From an optimization exercise on the open Yosys and OpenROAD flow, aimed at small area, a short achievable clock period and few clock cycles; shortcuts taken in it are not production practice.
The RTL was checked by simulation tests, not by an equivalence proof against the original design.

==> inputs of nickel <==
// huffman_codegen
module huffman_codegen (
    input  wire       clk,
    input  wire       rst,           
    input  wire       start,
    input  wire [6:0] len,           
    output wire       ready,
    input  wire       in_valid,
    input  wire [7:0] in_data,
    output wire       in_ready,
    output wire       code_valid,
    output wire [7:0] code_sym,
    output wire [3:0] code_len,
    output wire [7:0] code_bits,     
    output wire       done,
    output wire       empty          
);
    localparam integer N = 64;
    reg st_idle, st_in, st_merge, st_td, st_emit;
    reg mfirst, tdfirst;    
    reg  [6:0] nrem;         
    reg  [7:0] X;            
    reg        xv;           
    reg  [6:0] k;            
    reg  [7:0]   S [0:N-1];
    reg  [N-1:0] V;          
    reg  [N-1:0] E;          
    reg  [N-1:0] C;
    reg  [6:0] F;
    reg  [1:0] nput_r;       
    reg        pdone_r;
    reg        p1_r;         
    reg  [5:0] qi0, qi1, qi2, qi3;    
    reg  [5:0] qf0, qf1, qf2, qf3;    
    reg  [2:0] ql;           
    reg  [5:0] m;            
    reg        side;         
    reg  [5:0] fa;           
    reg        twa, twb;
    reg  [5:0] tia, tib;
    reg        tsa;
    reg  [5:0] tm_m;
    reg  [7:0] fb0 [0:15];
    reg  [7:0] fb1 [0:15];
    reg  [4:0] rp, wp;
    reg  [5:0] qn;           
    reg  [4:1] qt;           
    reg  [7:0] H0, H1;       
    reg  [5:0] j;
    reg  [7:0] vj;
    reg  [6:0] ec;
    reg  [N-1:0] EF;
  ...
clock: 10.0 ns
lec_check: 0
cap_margin: 20
core_margin: 2
core_utilization: 40
place_density: 0.6
setup_slack_margin: 5
slew_margin: 20
run.sh (not shown) runs the stock make flow with config.mk's settings and CLKGATE_MAP_FILE= SYNTH_SCRIPT=/design/flow/synth_recipe.tcl, a recipe that flattens the netlist after the stock synthesis.
==> umber: changes against nickel <==
--- a/flow/design.v
+++ b/flow/design.v
@@ -21,14 +21,15 @@
     reg  [7:0] X;            
     reg        xv;           
     reg  [6:0] k;            
     reg  [7:0]   S [0:N-1];
     reg  [N-1:0] V;          
     reg  [N-1:0] E;          
     reg  [N-1:0] C;
+    reg  [N-1:0] M;          
     reg  [6:0] F;
     reg  [1:0] nput_r;       
     reg        pdone_r;
     reg        p1_r;         
     reg  [5:0] qi0, qi1, qi2, qi3;    
     reg  [5:0] qf0, qf1, qf2, qf3;    
     reg  [2:0] ql;           
@@ -42,18 +43,22 @@
     reg  [7:0] fb0 [0:15];
     reg  [7:0] fb1 [0:15];
     reg  [4:0] rp, wp;
     reg  [5:0] qn;           
     reg  [4:1] qt;           
     reg  [7:0] H0, H1;       
     reg  [5:0] j;
-    reg  [7:0] vj;
+    reg        tdb;          
+    reg        L0r, L1r;
+    reg  [7:0] vjr;          
     reg  [6:0] ec;
     reg  [N-1:0] EF;
     reg  [5:0] et;           
+    reg  [6:0] fidx;         
+    reg        k_one;        
     reg        newsym_r;     
     reg  [6:0] ns;           
     reg        code_valid_r, done_r, empty_r;
     reg  [7:0] code_sym_r, code_bits_r;
     reg  [3:0] code_len_r;
     assign ready      = st_idle;
     assign in_ready   = st_in;
@@ -73,15 +78,15 @@
                 r = (~a[t] & b[t]) | (~(a[t] ^ b[t]) & r);
             lt8 = r;
         end
     endfunction
     wire [7:0] W = st_td ? {vj[6:0], 1'b0} : (st_in ? X : {1'b0, tm_m, 1'b0});
     wire [N:0]   lt;         
     wire [N-1:0] eq, eqhi;
-    wire [N-1:0] start_f, match, match2, Cn1, Cn2;
+    wire [N-1:0] start_f, match, match2, match3, Cn1, Cn2, Cn3;
     wire [N-1:0] tm, tmn, pend, sb0, twa_i, twb_i;
     assign lt[0] = 1'b0;
     genvar gi;
     generate
         for (gi = 0; gi < N; gi = gi + 1) begin : g_slot
             assign lt[gi+1]  = !V[gi] || lt8(X, S[gi][7:0]);
             assign eqhi[gi]  = (X[7:1] == S[gi][7:1]);
@@ -98,16 +103,22 @@
                 assign Cn1[gi] = 1'b0;
             end
             if (gi < N-2) begin : g_c2
                 assign Cn2[gi] = E[gi] && E[gi+1] && C[gi+2];
             end else begin : g_c2e
                 assign Cn2[gi] = 1'b0;
             end
+            if (gi < N-3) begin : g_c3
+                assign Cn3[gi] = E[gi] && E[gi+1] && E[gi+2] && C[gi+3];
+            end else begin : g_c3e
+                assign Cn3[gi] = 1'b0;
+            end
             assign match[gi]  = start_f[gi] && C[gi] && !Cn1[gi];
             assign match2[gi] = start_f[gi] && Cn1[gi] && !Cn2[gi];
+            assign match3[gi] = start_f[gi] && Cn2[gi] && !Cn3[gi];
             if (gi == 0) begin : g_t0
                 assign tmn[gi] = 1'b0;
             end else begin : g_tn
                 assign tmn[gi] = st_td && start_f[gi-1] && E[gi-1] && !C[gi] && eqhi[gi] && !pend[gi];
             end
             assign twa_i[gi]  = twa && (tia == gi);
             assign twb_i[gi]  = twb && (tib == gi);
@@ -170,24 +181,39 @@
             for (bt = 0; bt < 6; bt = bt + 1) begin
                 for (t = 0; t < 64; t = t + 1)
                     mk[t] = (t >> bt) & 1;
                 enc64[bt] = |(v & mk);
             end
         end
     endfunction
-    wire m1 = |match;
+    wire [N-1:0] V_nx, E_nx;
+    generate
+        for (gi = 0; gi < N; gi = gi + 1) begin : g_nx
+            if (gi == 0) begin : g_n0
+                assign V_nx[gi] = xv ? 1'b1 : V[gi];
+                assign E_nx[gi] = !xv ? E[gi] : (lt[gi+1] ? 1'b0 : (lt[gi+2] ? eq[gi] : E[gi]));
+            end else if (gi < N-1) begin : g_nm
+                assign V_nx[gi] = xv ? V[gi-1] : V[gi];
+                assign E_nx[gi] = !xv ? E[gi] : (lt[gi] ? E[gi-1] : (lt[gi+1] ? 1'b0 : (lt[gi+2] ? eq[gi] : E[gi])));
+            end else begin : g_nl
+                assign V_nx[gi] = xv ? V[gi-1] : V[gi];
+                assign E_nx[gi] = !xv ? E[gi] : (lt[gi] ? E[gi-1] : (lt[gi+1] ? 1'b0 : eq[gi]));
+            end
+        end
+    endgenerate
+    wire [N-1:0] single_nx = V_nx & ~E_nx & ~{E_nx[N-2:0], 1'b0};
     wire m2 = |match2;
-    wire [129:0] pa = first2(match);
-    wire [129:0] pb = first2(match2);
-    wire [N-1:0] pf1 = m1 ? pa[63:0] : pb[63:0];
-    wire [N-1:0] pf2 = m1 ? pa[127:64] : pb[127:64];
-    wire         pc1 = m1 | m2;
-    wire         pc2 = m1 ? pa[129] : pb[129];
+    wire [129:0] pa = first2(M);
+    wire [N-1:0] pf1 = pa[63:0];
+    wire [N-1:0] pf2 = pa[127:64];
+    wire         pc1 = |M;
+    wire         pc2 = pa[129];
+    wire         pc3 = |(M & ~pf1 & ~pf2);      
     wire [6:0]   F1  = F + 7'd1;
-    wire [5:0]   pfq = m1 ? F[5:0] : F1[5:0];
+    wire [5:0]   pfq = F[5:0];
     wire [5:0]   pi1 = enc64({pf1[N-2:0], 1'b0});   
     wire [5:0]   pi2 = enc64({pf2[N-2:0], 1'b0});
     wire         pdone = pdone_r;            
     wire [6:0]   bound = pdone ? 7'd127 : F;
     wire       a0v = (ql != 3'd0);
     wire       a1v = (ql[2:1] != 2'd0);
     wire [6:0] f0 = {1'b0, qf0};
@@ -220,38 +246,37 @@
     wire [6:0] s_aq = {1'b0, fa} + h0;
     wire [6:0] msum = side ? (p1l ? s_al : s_aq)
                            : (p1l ? (p2l ? s_ll : s_lq) : (p2l ? s_lq : s_qq));
     wire done_merge = side ? p1 : p2;
     wire last_merge = (m == k - 7'd2);
     wire L0 = (|(tmn & ~sb0)) || tdfirst && twa && !tsa || ({j, 1'b0} < ns);    
     wire L1 = (|(tmn & sb0)) || tdfirst && (twa && tsa || twb);
-    wire I0 = !L0;                           
-    wire I1 = !L1;                           
-    wire [7:0] cc1 = {vj[6:0], 1'b1};        
-    wire [7:0] cc0 = {vj[6:0], 1'b0};        
-    wire [7:0] vnext = qa ? H0 : (I1 ? cc1 : cc0);
+    wire I0 = !L0r;                          
+    wire I1 = !L1r;                          
+    wire [7:0] cc1 = {vjr[6:0], 1'b1};       
+    wire [7:0] cc0 = {vjr[6:0], 1'b0};       
+    wire [7:0] vj = tdfirst ? 8'd1 : (qa ? H0 : (I1 ? cc1 : cc0));
     wire       td_end = (j == ns[6:1]);     
     reg  [1:0] f_push, f_pop;
     reg  [7:0] f_p0, f_p1;
     always @(*) begin
         f_push = 2'd0; f_pop = 2'd0;
         f_p0 = 8'd0; f_p1 = 8'd0;
         if (st_merge) begin
             f_pop  = nq2;
             f_push = {1'b0, done_merge && !last_merge};
             f_p0   = {2'b00, msum[5:0]};
-        end else if (st_td) begin
-            f_pop  = {1'b0, !td_end && j != 6'd0 && (qa || I0 || I1)};
-            f_push = {1'b0, I1} + {1'b0, I0};
+        end else begin
+            f_pop  = {1'b0, st_td && !tdfirst};
+            f_push = tdb ? ({1'b0, I1} + {1'b0, I0}) : 2'd0;
             f_p0   = I1 ? cc1 : cc0;
             f_p1   = cc0;
         end
     end
-    wire [6:0] eidx = k - 7'd3 - {2'd0, et[5:1]};
-    wire [4:0] ra = st_emit ? eidx[4:0] : rp + 5'd2;
+    wire [4:0] ra = st_emit ? fidx[4:0] : rp + 5'd2;
     wire [4:0] rb = rp + 5'd3;
     wire [7:0] rd0 = fb0[ra[0] ? rb[4:1] : ra[4:1]];
     wire [7:0] rd1 = fb1[ra[0] ? ra[4:1] : rb[4:1]];
     wire [7:0] e2 = ra[0] ? rd1 : rd0;
     wire [7:0] e3 = ra[0] ? rd0 : rd1;
     wire [7:0] s0 = qa ? H0 : f_p0;
     wire [7:0] s1 = qb ? H1 : (qa ? f_p0 : f_p1);
@@ -305,16 +330,16 @@
         for (bq = 0; bq < 8; bq = bq + 1) begin
             for (q = 0; q < N; q = q + 1)
                 col[q] = S[q][bq];
             etag[bq] = |(col & enext[N-1:0]);
         end
     end
     wire esingle = |(efirst & ~E);
-    wire [7:0] epar = ({1'b0, et[5:1]} == k - 7'd2) ? 8'd1 : e2;
-    wire [8:0] ev = (k == 7'd1) ? 9'd2 : (esingle ? {epar, et[0]} : {1'b0, etag});
+    wire [7:0] epar = fidx[6] ? 8'd1 : e2;      
+    wire [8:0] ev = k_one ? 9'd2 : (esingle ? {epar, et[0]} : {1'b0, etag});
     reg [3:0] elen;
     reg [7:0] ebits;
     always @(*) begin
         ebits = ev[7:0];
         if (ev[8])      begin elen = 4'd8;                       end
         else if (ev[7]) begin elen = 4'd7; ebits[7] = 1'b0;      end
         else if (ev[6]) begin elen = 4'd6; ebits[6] = 1'b0;      end
@@ -322,17 +347,17 @@
         else if (ev[4]) begin elen = 4'd4; ebits[4] = 1'b0;      end
         else if (ev[3]) begin elen = 4'd3; ebits[3] = 1'b0;      end
         else if (ev[2]) begin elen = 4'd2; ebits[2] = 1'b0;      end
         else            begin elen = 4'd1; ebits[1] = 1'b0;      end
     end
     wire [2:0] ql_c  = ql - {1'b0, nleaf};
     wire       prod  = st_merge && !pdone;
-    wire [1:0] room  = (ql >= 3'd4) ? 2'd0 : ((ql == 3'd3) ? 2'd1 : 2'd2);
-    wire [1:0] want  = pc2 ? 2'd2 : (pc1 ? 2'd1 : 2'd0);
-    wire [1:0] nput  = prod ? ((want < room) ? want : room) : 2'd0;
+    wire       room2 = prod && (ql <= 3'd2);
+    wire [1:0] nput  = room2 ? (pc2 ? 2'd2 : {1'b0, pc1}) : 2'd0;
+    wire       mout  = !pc1 || room2 && !pc3;
     reg  [5:0] ci [0:3];
     reg  [5:0] cf [0:3];
     reg  [5:0] ni [0:3];
     reg  [5:0] nf [0:3];
     integer u;
     always @(*) begin
         case (nleaf)
@@ -349,53 +374,46 @@
             end else if (u == ql_c) begin
                 ni[u] = pi1; nf[u] = pfq;
             end else begin
                 ni[u] = pi2; nf[u] = pfq;
             end
         end
     end
-    wire [N-1:0] putA = (nput != 2'd0) ? pf1 : {N{1'b0}};
-    wire [N-1:0] putB = (nput == 2'd2) ? pf2 : {N{1'b0}};
+    wire [N-1:0] putA = room2 ? pf1 : {N{1'b0}};
+    wire [N-1:0] putB = room2 ? pf2 : {N{1'b0}};
     integer i;
     always @(posedge clk) begin
         for (i = 0; i < N; i = i + 1) begin
             if (xv && lt[i+1]) begin
                 S[i] <= lt[i] ? ((i > 0) ? S[i-1] : W) : W;
             end else if (twa_i[i] || twb_i[i]) begin
                 S[i][7:1] <= W[7:1];
                 S[i][0]   <= twb_i[i] ? 1'b1 : tsa;
             end else if (tm[i]) begin
                 S[i][7:1] <= W[7:1];
             end
             if (st_idle)
                 V[i] <= 1'b0;
-            else if (xv)
-                V[i] <= (i == 0) ? 1'b1 : V[i-1];
-            if (xv) begin
-                if (lt[i])
-                    E[i] <= (i > 0) ? E[i-1] : 1'b0;
-                else if (lt[i+1])
-                    E[i] <= 1'b0;
-                else if ((i < N-1) ? lt[i+2] : 1'b1)
-                    E[i] <= eq[i];
-            end
+            else
+                V[i] <= V_nx[i];
+            E[i] <= E_nx[i];
             if (xv)
                 C[i] <= (i == 0) ? 1'b1 : V[i-1];
             else if (prod) begin
-                if (putA[i] || putB[i])
-                    C[i] <= 1'b0;
-                else if (!m1)
+                if (mout)
                     C[i] <= m2 ? Cn1[i] : Cn2[i];
+                else if (putA[i] || putB[i])
+                    C[i] <= 1'b0;
             end else if (tm[i] || st_td && start_f[i])
                 C[i] <= 1'b1;
             else if (st_emit && efirst[i])
                 C[i] <= 1'b0;
         end
         pdone_r <= !(|(start_f & C));
-        if (st_td || st_emit)
+        if (st_td || tdb || st_emit)
             EF <= ef_next;
         else
             EF <= {{(N-1){1'b0}}, 1'b1};
         if (f_push != 2'd0) begin
             if (wp[0]) fb1[wp[4:1]] <= f_p0;
             else       fb0[wp[4:1]] <= f_p0;
         end
@@ -416,16 +434,19 @@
             qi0 <= ni[0]; qi1 <= ni[1]; qi2 <= ni[2]; qi3 <= ni[3];
             qf0 <= nf[0]; qf1 <= nf[1]; qf2 <= nf[2]; qf3 <= nf[3];
             ql  <= ql_c + {1'b0, nput};
             nput_r <= nput;
             p1_r   <= (pfq == 6'd1);
             if (p1_r)
                 ns <= ns + {5'd0, nput_r};
-            if (prod && !m1)
+            if (prod && mout) begin
+                M <= m2 ? match2 : match3;
                 F <= m2 ? F1 : F + 7'd2;
+            end else
+                M <= M & ~putA & ~putB;
         end
         twa  <= (p1l || p2l_b && !side) && (qf0 != 6'd1);
         twb  <= p2l_a && !side && (qf1 != 6'd1);
         tia  <= qi0;
         tib  <= qi1;
         tsa  <= p1l ? side : 1'b1;
         tm_m <= m;
@@ -450,14 +471,15 @@
                 end
             end
         end
         if (xv) begin
             nrem <= nrem - 7'd1;
             if (nrem == 7'd1) begin
                 st_in <= 1'b0;
+                M     <= single_nx;
                 F    <= 7'd1;
                 nput_r <= 2'd0;
                 ns   <= 7'd0;
                 et   <= 6'd0;
                 ql   <= 3'd0;
                 m    <= 6'd0;
                 side <= 1'b0;
@@ -485,35 +507,42 @@
                 m    <= m + 6'd1;
                 if (last_merge) begin
                     st_merge <= 1'b0;
                     st_td    <= 1'b1;
                     tdfirst  <= 1'b1;
                     j        <= m;
                     X        <= {1'b0, m, 1'b0};
-                    vj       <= 8'd1;
+                    tdb      <= 1'b0;
                     qt       <= 4'd0;
                     qn       <= 6'd0;
                     rp       <= 5'd0;
                     wp       <= 5'd0;
                 end
             end
         end
+        tdb <= st_td;
         if (st_td) begin
             tdfirst <= 1'b0;
-            j  <= j - 6'd1;
-            X  <= {1'b0, j - 6'd1, 1'b0};
-            vj <= vnext;
-            if (td_end || j == 6'd0) begin
-                st_td   <= 1'b0;
-                st_emit <= 1'b1;
-            end
-        end
+            j   <= j - 6'd1;
+            X   <= {1'b0, j - 6'd1, 1'b0};
+            L0r <= L0;
+            L1r <= L1;
+            vjr <= vj;
+            if (td_end || j == 6'd0)
+                st_td <= 1'b0;
+        end
+        if (tdb && !st_td)
+            st_emit <= 1'b1;         
+        fidx  <= (st_emit) ? fidx : k - 7'd3;
+        k_one <= (k + {6'd0, newsym_r} == 7'd1);
         if (st_emit) begin
             if (esingle)
                 et <= et + 6'd1;
+            if (esingle && et[0])
+                fidx <= fidx - 7'd1;
             ec           <= ec + 7'd1;
             code_valid_r <= 1'b1;
             code_sym_r   <= esy;
             code_len_r   <= elen;
             code_bits_r  <= ebits;
             if (ec + 7'd1 == k) begin
                 done_r  <= 1'b1;
@@ -522,14 +551,15 @@
             end
         end
         if (rst) begin
             st_idle      <= 1'b1;
             st_in        <= 1'b0;
             st_merge     <= 1'b0;
             st_td        <= 1'b0;
+            tdb          <= 1'b0;
             st_emit      <= 1'b0;
             code_valid_r <= 1'b0;
             done_r       <= 1'b0;
             empty_r      <= 1'b0;
             xv           <= 1'b0;
             twa          <= 1'b0;
             twb          <= 1'b0;
==> flow/flow/run.sh (new file) <==
#!/bin/bash
set -euo pipefail
bash standard.sh SETUP_SLACK_MARGIN=8 finish > standard_flow.log 2>&1
==> flow/standard.sh (new file) <==
#!/bin/bash
# synth_recipe.tcl (not shown) runs the flow's synth.tcl, then flattens the netlist and writes it again
# the make line also repeats each setting of config.mk as NAME=value (left out here)
make -C /OpenROAD-flow-scripts/flow DESIGN_CONFIG=/design/flow/config.mk WORK_HOME=/design/flow/orfs CLKGATE_MAP_FILE= SYNTH_SCRIPT=/design/flow/synth_recipe.tcl "${@:-finish}"
==> flow/config.mk (replaced) <==
export PLATFORM = sky130hd
export DESIGN_NAME = huffman_codegen
export DESIGN_NICKNAME = huffman_codegen
export VERILOG_FILES = /design/flow/design.v
export SDC_FILE = /design/flow/constraint.sdc
export NUM_CORES = 8
export LEC_CHECK = 0
export CAP_MARGIN = 30
export CORE_MARGIN = 2
export CORE_UTILIZATION = 40
export CTS_BUF_LIST = sky130_fd_sc_hd__clkbuf_8
export PLACE_DENSITY = 0.6
export SLEW_MARGIN = 30
export TNS_END_PERCENT = 0
removed: flow/run.sh
==> results.txt <==
* Avg Cell Area, Syn at 9.438 um^2
* Clock-cell share of area at 0.04521
* Syn Nets at 10412
* FF/Latch Area at 0.03498 mm^2
* Outcome: timing/DRC/antenna clean
* Bufs and invs on worst path at 7
* DPL Wire Length at 526.3 mm
* Inverters at around 190
* Die Y-Extent at 484.2 um
* Clk sinks at around 1200
* FF-to-FF Start: E[48]$_DFFE_PP_
* Multi-input gates at ~8000
Source of the figures above: nickel

==> results.txt <==
* Outcome: finished with violations
* Failing Checks: antenna violations
* Clk sinks at roughly 1300
* DPL Wire Length at around 500 mm
* Die Y-Extent at a little under 500 um
* Clock-cell share of area at 0.04910
* Largest register FFs at 512
* Multi-input gates at 7855
* Crit path depth at 8
* Inverters at 302
* FF-to-FF Start: twb$_SDFF_PP0_
* Bufs and invs on worst path at 1
* FF/Latch Area at about 0.036 mm^2
* Post-route ant nets at 1
* Syn Nets at 10763
Source of the figures above: umber

Testbench counts of nickel, summed over its fixed seeds: cycles 22,328.
Testbench counts of umber, summed over its fixed seeds: cycles 22,445.

==> port drivers added, routing unchanged <==
How much do the figures lean on ideal ports? The routed layouts below were timed once more, with nothing changed but the port constraints.
Step 1: set_driving_cell puts a clkbuf_16 on clk and a buf_2 on each other input, an assumption about the parent block.
Step 2 adds t to the input delays and takes it off the output delays; t is the mean of the earliest and latest rising clock arrival at the registers after step 1. Input paths then give back, and output paths get back, about the clock's delay inside the block.
Three values: no drivers, after step 1, after step 2; two values: the first two.
run | t (ns) | slack for setup (ns) | hold slack, ns | worst setup path after step 2 | cell pins on the clock port's net
nickel | 0.969 | 4.171 / 4.171 / 4.171 | 0.466 / 0.466 / 0.466 | register to register | 1
umber | 1.183 | 4.809 / 4.809 / 4.809 | 0.364 / 0.364 / 0.364 | register to register | 1
